Source: an optimization exercise on an open RTL-to-GDS flow (aim: small area). Production flows keep margins and buffers that such runs may drop. Where RTL was checked, it was by simulation tests only, not by an equivalence proof against the original. No activity file was given, so power comes from the tool's default toggle rates.

==> inputs of 02-12 <==
==> flow/design.v <==
module rbhe_scanner (
    input  wire        clk,
    input  wire        rst,
    input  wire        enter,       
    input  wire        consume,     
    input  wire [7:0]  byte_in,
    input  wire        exact,       
    input  wire [1:0]  stage,       
    output wire        matched,     
    output reg  [15:0] scan_count,
    output reg         diverged
);
    reg  [2:0] kst;
    reg  [7:0] m_cur;
    reg  [7:0] m_first;
    reg        last;
    always @(*) begin
        case (stage)
            2'd0: begin
                m_first = 8'h52;
                last    = (kst == 3'd7);
                case (kst)
                    3'd0: m_cur = 8'h52;
                    3'd1: m_cur = 8'h42;
                    3'd2: m_cur = 8'h49;
                    3'd3: m_cur = 8'h4E;
                    3'd4: m_cur = 8'h36;
                    3'd5: m_cur = 8'h34;
                    3'd6: m_cur = 8'h0D;
                    default: m_cur = 8'h0A;
                endcase
            end
            2'd1: begin
                m_first = 8'h03;
                last    = (kst[1:0] == 2'd2);
                m_cur   = 8'h03;
            end
            default: begin
                m_first = 8'h4F;
                last    = kst[0];
                m_cur   = kst[0] ? 8'h4B : 8'h4F;
            end
        endcase
    end
    wire eq = (byte_in == m_cur);
    assign matched = eq && last && !diverged;
    always @(posedge clk) begin
        if (rst || enter) begin
            scan_count <= 16'd0;
            diverged   <= 1'b0;
            kst        <= 3'd0;
        end else if (consume) begin
            if (scan_count != 16'hFFFF) scan_count <= scan_count + 16'd1;
            diverged <= diverged | (exact & !eq);
            kst      <= eq ? kst + 3'd1 : {2'b00, byte_in == m_first};
        end
    end
endmodule
module rbhe (
    input  wire        clk,
    input  wire        rst,
    input  wire        bus_en,
    input  wire        bus_we,
    input  wire [7:0]  bus_addr,
    input  wire [31:0] bus_wdata,
    output reg  [31:0] bus_rdata,
    input  wire        rx_valid,
    input  wire [7:0]  rx_data,
    input  wire        rx_err,
    output wire        rx_ready,
    output wire        tx_valid,
    output reg  [7:0]  tx_data,
    output wire        tx_flush,
    input  wire        tx_ready,
    input  wire        tx_drained,
    input  wire        tx_err,
    output wire        irq,
    output wire        link_owned,
    output wire        handoff
);
    localparam [31:0] PAYLOAD_CAP = 32'd64;
    localparam [31:0] ID_VALUE    = 32'h5242_4845;
    localparam [31:0] MARKER_INFO = 32'h0000_0238;
    localparam [2:0] S_INIT = 3'd0, S_READY = 3'd1, S_TRIGGER = 3'd2, S_SEND_LEN = 3'd3,
                     S_ACK  = 3'd4, S_SEND_BODY = 3'd5, S_DONE = 3'd6, S_ERROR = 3'd7;
    localparam [2:0] E_RX = 3'd1, E_TX = 3'd2, E_DEADLINE = 3'd3, E_CANCEL = 3'd4, E_TOO_LARGE = 3'd5;
    reg  [2:0]  state;
    reg         drain;
    reg  [2:0]  len_idx;
    reg  [6:0]  tx_count;       
    reg  [15:0] stage_cycles;
    reg  [2:0]  err_cause;      
    reg  [2:0]  err_state;
    reg  [2:0]  mode;
    reg  [31:0] payload_len;
    reg  [31:0] deadline;
    reg  [31:0] pmem_addr;
    reg  [5:0]  events;
    reg  [5:0]  irq_en;
    reg  [7:0]  pdata_hold;     
    wire        s_init = (state == S_INIT);
    wire        s_ready = (state == S_READY);
    wire        s_trig = (state == S_TRIGGER);
    wire        s_slen = (state == S_SEND_LEN);
    wire        s_ack = (state == S_ACK);
    wire        s_body = (state == S_SEND_BODY);
    wire        s_done = (state == S_DONE);
    wire        s_err = (state == S_ERROR);
    wire        active = !(s_init || s_done || s_err);
    wire        idle   = !active;
    wire        awaiting = s_ready || s_trig || s_ack;
    wire        sending  = s_slen || s_body;
    wire        bus_wr = bus_en && bus_we;
    wire        bus_rd = bus_en && !bus_we;
    wire        wr_ctrl     = bus_wr && (bus_addr == 8'h04);
    wire        wr_mode     = bus_wr && (bus_addr == 8'h0C);
    wire        wr_len      = bus_wr && (bus_addr == 8'h10);
    wire        wr_deadline = bus_wr && (bus_addr == 8'h14);
    wire        wr_paddr    = bus_wr && (bus_addr == 8'h18);
    wire        wr_pdata    = bus_wr && (bus_addr == 8'h1C);
    wire        wr_events   = bus_wr && (bus_addr == 8'h28);
    wire        wr_irq_en   = bus_wr && (bus_addr == 8'h2C);
    wire        cmd_start = wr_ctrl && bus_wdata[0] && s_init;
    wire        cmd_abort = wr_ctrl && bus_wdata[1] && active;
    wire        cmd_clear = wr_ctrl && bus_wdata[2] && (s_done || s_err);
    wire        too_large = (payload_len[31:7] != 25'd0) || (payload_len[6] && payload_len[5:0] != 6'd0);
    wire        deadline_hit = (deadline[31:16] == 16'd0) && (deadline[15:0] != 16'd0) &&
                               (stage_cycles >= deadline[15:0]);
    wire        await_err_rx = awaiting && rx_err;
    wire        await_err_dl = awaiting && !rx_err && deadline_hit;
    wire        await_step   = awaiting && !cmd_abort && !rx_err && !deadline_hit;
    wire        consume      = await_step && rx_valid;
    wire [1:0]  stage_sel   = s_ready ? 2'd0 : s_trig ? 2'd1 : 2'd2;
    wire        stage_exact = s_ready ? mode[0] : s_trig ? mode[1] : mode[2];
    wire        scan_matched;
    wire [15:0] scan_count;
    wire        diverged;
    wire        stage_match = consume && scan_matched;
    wire        send_err  = sending && tx_err && !cmd_abort;
    wire        send_step = sending && !tx_err && !cmd_abort;
    wire        byte_acc  = send_step && !drain && tx_ready;
    wire        drained   = send_step && drain && tx_drained;
    wire        len_drained = drained && s_slen;
    wire        start_ok   = cmd_start && !too_large;
    wire        scan_enter = start_ok || (stage_match && s_ready) || len_drained || cmd_clear;
    rbhe_scanner u_scanner (
        .clk        (clk),
        .rst        (rst),
        .enter      (scan_enter),
        .consume    (consume),
        .byte_in    (rx_data),
        .exact      (stage_exact),
        .stage      (stage_sel),
        .matched    (scan_matched),
        .scan_count (scan_count),
        .diverged   (diverged)
    );
    wire        raise_err = cmd_abort || await_err_rx || await_err_dl || send_err ||
                            (cmd_start && too_large);
    reg  [2:0]  raise_cause;
    always @(*) begin
        if (cmd_abort)                 raise_cause = E_CANCEL;
        else if (await_err_rx)         raise_cause = E_RX;
        else if (send_err)             raise_cause = E_TX;
        else if (await_err_dl)         raise_cause = E_DEADLINE;
        else                           raise_cause = E_TOO_LARGE;
    end
    wire [15:0] stage_cycles_inc = (stage_cycles == 16'hFFFF) ? stage_cycles : stage_cycles + 16'd1;
    always @(posedge clk) begin
        if (rst) begin
            state        <= S_INIT;
            drain        <= 1'b0;
            len_idx      <= 3'd0;
            tx_count     <= 7'd0;
            stage_cycles <= 16'd0;
            err_cause    <= 3'd0;
            err_state    <= 3'd0;
            mode         <= 3'd0;
            payload_len  <= 32'd0;
            deadline     <= 32'd0;
            pmem_addr    <= 32'd0;
            events       <= 6'd0;
            irq_en       <= 6'd0;
        end else begin
            if (wr_mode && idle)     mode        <= bus_wdata[2:0];
            if (wr_len && idle)      payload_len <= bus_wdata;
            if (wr_deadline && idle) deadline    <= bus_wdata;
            if (wr_paddr && idle)    pmem_addr   <= bus_wdata;
            if (wr_pdata && idle)    pmem_addr   <= pmem_addr + 32'd1;
            if (wr_irq_en)           irq_en      <= bus_wdata[5:0];
            events <= (wr_events ? (events & ~bus_wdata[5:0]) : events)
                    | {raise_err,
                       drained && s_body,
                       stage_match && s_ack,
                       len_drained,
                       stage_match && s_trig,
                       stage_match && s_ready};
            if (cmd_clear) begin
                state        <= S_INIT;
                err_cause    <= 3'd0;
                err_state    <= 3'd0;
                drain        <= 1'b0;
                len_idx      <= 3'd0;
                tx_count     <= 7'd0;
                stage_cycles <= 16'd0;
            end else if (raise_err) begin
                err_state <= state;
                err_cause <= raise_cause;
                state     <= S_ERROR;
                drain     <= 1'b0;
            end else if (start_ok) begin
                state        <= S_READY;
                len_idx      <= 3'd0;
                tx_count     <= 7'd0;
                drain        <= 1'b0;
                stage_cycles <= 16'd0;
            end else if (await_step) begin
                if (stage_match) begin
                    stage_cycles <= s_ready ? 16'd0 : stage_cycles_inc;
                    if (s_ready)      state <= S_TRIGGER;
                    else if (s_trig)  state <= S_SEND_LEN;
                    else begin
                        state <= S_SEND_BODY;
                        drain <= (payload_len[6:0] == 7'd0);
                    end
                end else begin
                    stage_cycles <= stage_cycles_inc;
                end
            end else if (byte_acc) begin
                if (s_slen) begin
                    len_idx <= len_idx + 3'd1;
                    if (len_idx[1:0] == 2'd3) drain <= 1'b1;
                end else begin
                    tx_count <= tx_count + 7'd1;
                    if (tx_count + 7'd1 == payload_len[6:0]) drain <= 1'b1;
                end
            end else if (drained) begin
                drain <= 1'b0;
                if (s_slen) begin
                    state        <= S_ACK;
                    stage_cycles <= 16'd0;
                end else begin
                    state <= S_DONE;
                end
            end
        end
    end
    wire        paddr_in = (pmem_addr[31:6] == 26'd0);
    wire [5:0]  rd_addr  = idle ? pmem_addr[5:0] : tx_count[5:0];
    wire [7:0]  rd_byte;
    rbhe_pmem u_pmem (
        .clk   (clk),
        .we    (!rst && wr_pdata && idle && paddr_in),
        .addr  (rd_addr),
        .wdata (bus_wdata[7:0]),
        .rdata (rd_byte)
    );
    always @(posedge clk) begin
        if (idle) pdata_hold <= rd_byte;
    end
    wire [7:0]  pdata = idle ? rd_byte : pdata_hold;
    assign rx_ready   = awaiting;
    assign tx_valid   = sending && !drain;
    assign tx_flush   = sending && drain;
    assign irq        = |(events & irq_en);
    assign link_owned = active;
    assign handoff    = s_done;
    always @(*) begin
        if (s_slen && !drain) begin
            case (len_idx[1:0])
                2'd0: tx_data = payload_len[7:0];
                2'd1: tx_data = payload_len[15:8];
                2'd2: tx_data = payload_len[23:16];
                default: tx_data = payload_len[31:24];
            endcase
        end else if (s_body && !drain) begin
            tx_data = rd_byte;
        end else begin
            tx_data = 8'h00;
        end
    end
    wire [31:0] status = {13'd0, len_idx, 1'b0, err_state, 1'b0, err_cause, 2'b00,
                          drain, diverged, active, state};
    always @(*) begin
        bus_rdata = 32'd0;
        if (bus_rd) begin
            case (bus_addr)
                8'h00: bus_rdata = ID_VALUE;
                8'h08: bus_rdata = status;
                8'h0C: bus_rdata = {29'd0, mode};
                8'h10: bus_rdata = payload_len;
                8'h14: bus_rdata = deadline;
                8'h18: bus_rdata = pmem_addr;
                8'h1C: bus_rdata = paddr_in ? {24'd0, pdata} : 32'd0;
                8'h20: bus_rdata = {16'd0, scan_count};
                8'h24: bus_rdata = {25'd0, tx_count};
                8'h28: bus_rdata = {26'd0, events};
                8'h2C: bus_rdata = {26'd0, irq_en};
                8'h30: bus_rdata = PAYLOAD_CAP;
                8'h34: bus_rdata = MARKER_INFO;
                8'h38: bus_rdata = {16'd0, stage_cycles};
                default: bus_rdata = 32'd0;
            endcase
        end
    end
endmodule
module rbhe_pmem (
    input  wire       clk,
    input  wire       we,
    input  wire [5:0] addr,
    input  wire [7:0] wdata,
    output wire [7:0] rdata
);
    reg  [7:0] mem [0:63];
    wire [7:0] lo = 8'd1 << addr[2:0];
    wire [7:0] hi = 8'd1 << addr[5:3];
    genvar i, j, b;
    generate
        for (j = 0; j < 64; j = j + 1) begin : g_wr
            always @(posedge clk)
                if (we && hi[j/8] && lo[j%8]) mem[j] <= wdata;
        end
        for (b = 0; b < 8; b = b + 1) begin : g_bit
            wire [7:0] grp;
            for (j = 0; j < 8; j = j + 1) begin : g_grp
                wire [7:0] col;
                for (i = 0; i < 8; i = i + 1) begin : g_col
                    assign col[i] = mem[8*j+i][b];
                end
                rbhe_ao8 u_g (.s(lo), .d(col), .y(grp[j]));
            end
            rbhe_ao8 u_r (.s(hi), .d(grp), .y(rdata[b]));
        end
    endgenerate
endmodule
module rbhe_ao8 (
    input  wire [7:0] s,
    input  wire [7:0] d,
    output wire       y
);
    assign y = |(s & d);
endmodule
==> flow/run.sh <==
#!/bin/bash
# synth_recipe.tcl (not shown) runs the flow's synth.tcl, then flattens the netlist and writes it again
# the make line also repeats each setting of config.mk as NAME=value (left out here)
make -C /OpenROAD-flow-scripts/flow DESIGN_CONFIG=/design/flow/config.mk WORK_HOME=/design/flow/orfs CLKGATE_MAP_FILE= SYNTH_SCRIPT=/design/flow/synth_recipe.tcl finish
==> flow/config.mk <==
export PLATFORM = sky130hd
export DESIGN_NAME = rbhe
export DESIGN_NICKNAME = rbhe
export VERILOG_FILES = /design/flow/design.v
export SDC_FILE = /design/flow/constraint.sdc
export NUM_CORES = 4
export LEC_CHECK = 0
export CAP_MARGIN = 20
export CORE_MARGIN = 2
export CORE_UTILIZATION = 40
export CTS_BUF_LIST = sky130_fd_sc_hd__clkbuf_16
export CTS_CLUSTER_DIAMETER = 60
export CTS_CLUSTER_SIZE = 30
export PLACE_DENSITY = 0.6
export SLEW_MARGIN = 20
export SYNTH_HIERARCHICAL = 1
export SYNTH_MINIMUM_KEEP_SIZE = 0
==> flow/constraint.sdc <==
create_clock -name core_clock -period 10.0 [get_ports {clk}]
set_input_delay 2.0000 -clock core_clock [delete_from_list [all_inputs] [get_ports {clk}]]
set_output_delay 2.0000 -clock core_clock [all_outputs]
set_load 0.01 [all_outputs]
==> 01-11: changes against 02-12 <==
==> flow/flow/run.sh (new file) <==
#!/bin/bash
# Own layout flow: the standard flow (standard.sh, standard synthesis
# unchanged), with CTS without dummy loads and larger sink clusters, port
# buffers of the smallest buffer cell, and power (area) recovery after
# global routing.
set -euo pipefail
export CTS_ARGS="-sink_clustering_enable -repair_clock_nets -sink_clustering_size 30 -sink_clustering_max_diameter 60 -buf_list sky130_fd_sc_hd__clkbuf_16 -dont_use_dummy_load"
export BUFFER_PORTS_ARGS="-buffer_cell sky130_fd_sc_hd__buf_1"
export RECOVER_POWER=100
bash standard.sh > standard_make.log 2>&1
==> flow/standard.sh (new file) <==
#!/bin/bash
# synth_recipe.tcl (not shown) runs the flow's synth.tcl, then flattens the netlist and writes it again
# the make line also repeats each setting of config.mk as NAME=value (left out here)
make -C /OpenROAD-flow-scripts/flow DESIGN_CONFIG=/design/flow/config.mk WORK_HOME=/design/flow/orfs CLKGATE_MAP_FILE= SYNTH_SCRIPT=/design/flow/synth_recipe.tcl "${@:-finish}"
Settings changed: CTS_BUF_LIST sky130_fd_sc_hd__clkbuf_16 to not set, CTS_CLUSTER_DIAMETER 60 to not set, CTS_CLUSTER_SIZE 30 to not set.
removed: flow/run.sh
==> summary of the runs <==
In 02-12 the register-to-register slack is better than in 01-11, by 0.59 ns. Of 01-11 and 02-12, 01-11 has the higher clock skew (gap 0.058 ns). In 02-12 the via count is higher than in 01-11, by about 1.4%. Of 01-11 and 02-12, 02-12 has the higher combinational power (gap about 9%, measured against 02-12). In 02-12 the final area is larger than in 01-11, by about 4.3%. 01-11 completed and failed the layout checks on capacitance limit, slew limit. 02-12 completed with no timing, DRC or antenna violations. Clock-buffer cell count is the same in 02-12 and 01-11. In sequential power, 02-12 and 01-11 hardly differ. Wire length: 02-12 is larger than 01-11 (0.70%). Sequential cell count is the same in 02-12 and 01-11.

* * *

==> trial 78 <==
RTL: the design.v shown in full above, as it stands there.
Settings: LEC_CHECK=0, CAP_MARGIN=20, CORE_MARGIN=2, CORE_UTILIZATION=40, CTS_BUF_LIST=sky130_fd_sc_hd__clkbuf_8, CTS_CLUSTER_DIAMETER=50, CTS_CLUSTER_SIZE=20, PLACE_DENSITY=0.6, SLEW_MARGIN=20, SYNTH_HIERARCHICAL=1, SYNTH_MINIMUM_KEEP_SIZE=0; clock period 10.0 ns.
run.sh (not shown) runs the stock make flow with config.mk's settings and CLKGATE_MAP_FILE= SYNTH_SCRIPT=/design/flow/synth_recipe.tcl, a recipe that flattens the netlist after the stock synthesis.
Stock flow here: none of the scripts above is used.
==> build 56: changes against trial 78 <==
--- a/flow/design.v
+++ b/flow/design.v
@@ -127,3 +127,3 @@
     wire        deadline_hit = (deadline[31:16] == 16'd0) && (deadline[15:0] != 16'd0) &&
-                               (stage_cycles >= deadline[15:0]);
+                               (stage_cycles == deadline[15:0]);
     wire        await_err_rx = awaiting && rx_err;
@@ -144,3 +144,3 @@
     wire        start_ok   = cmd_start && !too_large;
-    wire        scan_enter = start_ok || (stage_match && s_ready) || len_drained || cmd_clear;
+    wire        scan_enter = (stage_match && s_ready) || len_drained || cmd_clear;
     rbhe_scanner u_scanner (
@@ -212,6 +212,2 @@
                 state        <= S_READY;
-                len_idx      <= 3'd0;
-                tx_count     <= 7'd0;
-                drain        <= 1'b0;
-                stage_cycles <= 16'd0;
             end else if (await_step) begin
==> flow/flow/run.sh (new file) <==
#!/bin/bash
# Own layout flow: the standard flow (standard.sh, standard synthesis
# unchanged), with CTS without dummy loads and larger sink clusters, port
# buffers of the smallest buffer cell.
set -euo pipefail
export CTS_ARGS="-sink_clustering_enable -repair_clock_nets -sink_clustering_size 30 -sink_clustering_max_diameter 60 -buf_list sky130_fd_sc_hd__clkbuf_16 -dont_use_dummy_load"
export BUFFER_PORTS_ARGS="-buffer_cell sky130_fd_sc_hd__buf_1"
bash standard.sh > standard_make.log 2>&1
==> flow/standard.sh (new file) <==
#!/bin/bash
# synth_recipe.tcl (not shown) runs the flow's synth.tcl, then flattens the netlist and writes it again
# the make line also repeats each setting of config.mk as NAME=value (left out here)
make -C /OpenROAD-flow-scripts/flow DESIGN_CONFIG=/design/flow/config.mk WORK_HOME=/design/flow/orfs CLKGATE_MAP_FILE= SYNTH_SCRIPT=/design/flow/synth_recipe.tcl "${@:-finish}"
- CTS_BUF_LIST: sky130_fd_sc_hd__clkbuf_8 -> default
- CTS_CLUSTER_DIAMETER: 50 -> default
- CTS_CLUSTER_SIZE: 20 -> default
removed: flow/run.sh
==> trial 3: changes against trial 78 <==
--- a/flow/design.v
+++ b/flow/design.v
@@ -99,2 +99,3 @@
     reg  [5:0]  irq_en;
+    reg  [7:0]  pmem [0:63];
     reg  [7:0]  pdata_hold;     
@@ -249,10 +250,7 @@
     wire [5:0]  rd_addr  = idle ? pmem_addr[5:0] : tx_count[5:0];
-    wire [7:0]  rd_byte;
-    rbhe_pmem u_pmem (
-        .clk   (clk),
-        .we    (!rst && wr_pdata && idle && paddr_in),
-        .addr  (rd_addr),
-        .wdata (bus_wdata[7:0]),
-        .rdata (rd_byte)
-    );
+    wire [7:0]  rd_byte  = pmem[rd_addr];
+    always @(posedge clk) begin
+        if (!rst && wr_pdata && idle && paddr_in)
+            pmem[pmem_addr[5:0]] <= bus_wdata[7:0];
+    end
     always @(posedge clk) begin
@@ -306,37 +304 @@
 endmodule
-module rbhe_pmem (
-    input  wire       clk,
-    input  wire       we,
-    input  wire [5:0] addr,
-    input  wire [7:0] wdata,
-    output wire [7:0] rdata
-);
-    reg  [7:0] mem [0:63];
-    wire [7:0] lo = 8'd1 << addr[2:0];
-    wire [7:0] hi = 8'd1 << addr[5:3];
-    genvar i, j, b;
-    generate
-        for (j = 0; j < 64; j = j + 1) begin : g_wr
-            always @(posedge clk)
-                if (we && hi[j/8] && lo[j%8]) mem[j] <= wdata;
-        end
-        for (b = 0; b < 8; b = b + 1) begin : g_bit
-            wire [7:0] grp;
-            for (j = 0; j < 8; j = j + 1) begin : g_grp
-                wire [7:0] col;
-                for (i = 0; i < 8; i = i + 1) begin : g_col
-                    assign col[i] = mem[8*j+i][b];
-                end
-                rbhe_ao8 u_g (.s(lo), .d(col), .y(grp[j]));
-            end
-            rbhe_ao8 u_r (.s(hi), .d(grp), .y(rdata[b]));
-        end
-    endgenerate
-endmodule
-module rbhe_ao8 (
-    input  wire [7:0] s,
-    input  wire [7:0] d,
-    output wire       y
-);
-    assign y = |(s & d);
-endmodule
- CTS_BUF_LIST: sky130_fd_sc_hd__clkbuf_8 -> default
- CTS_CLUSTER_DIAMETER: 50 -> default
- CTS_CLUSTER_SIZE: 20 -> default
- SYNTH_HIERARCHICAL: 1 -> default
- SYNTH_MINIMUM_KEEP_SIZE: 0 -> default
==> comparison <==
Trial 78 produced a clean layout. Build 56 went through all stages and came out clean. Trial 3 completed without violations.
In sequential power, trial 3 and trial 78 hardly differ.
Between trial 78 and build 56, the lower synthesized cell count is in trial 78 (gap 1.2%, measured against build 56).
Between trial 3 and trial 78, the lower clock skew is in trial 3 (gap 59 ps).
Global-route usage: build 56 is lower than trial 78 (0.96 points).
The highest setup slack belongs to build 56, the lowest to trial 78.
The lowest final area belongs to build 56, the highest to trial 3.
Between build 56 and trial 3, the lower clock power is in build 56 (gap 38%, measured against trial 3).
First-iteration DRC count, highest first: trial 3, trial 78, build 56.
The RTL of trial 3 was laid out without a check of its function.

## static timing again, ports no longer ideal
How much do the figures lean on ideal ports? The routed layouts below were timed once more, with nothing changed but the port constraints.
Step 1 sets driving cells, clkbuf_16 on the clock port and buf_2 on the other inputs (assumed; they add their load-dependent delay and slew).
Step 2 also shifts input and output timing later by t, the mid clock arrival at the registers, as if the neighbouring blocks saw the same clock.
Slacks: no drivers / after step 1 / after step 2; pairs: no drivers / after step 1.
run	t, ns	setup slack, ns	worst setup path after step 2	worst register clock-pin slew, ns
02-12	0.684	1.192 / 1.124 / 1.808	register to output	0.11 / 0.11
01-11	0.644	0.955 / 0.887 / 1.531	register to output	0.11 / 0.11
trial 78	0.730	1.094 / 1.029 / 1.759	register to output	0.11 / 0.11
build 56	0.640	2.255 / 2.190 / 2.831	register to output	0.11 / 0.11
trial 3	0.684	1.639 / 1.571 / 2.256	register to output	0.07 / 0.07
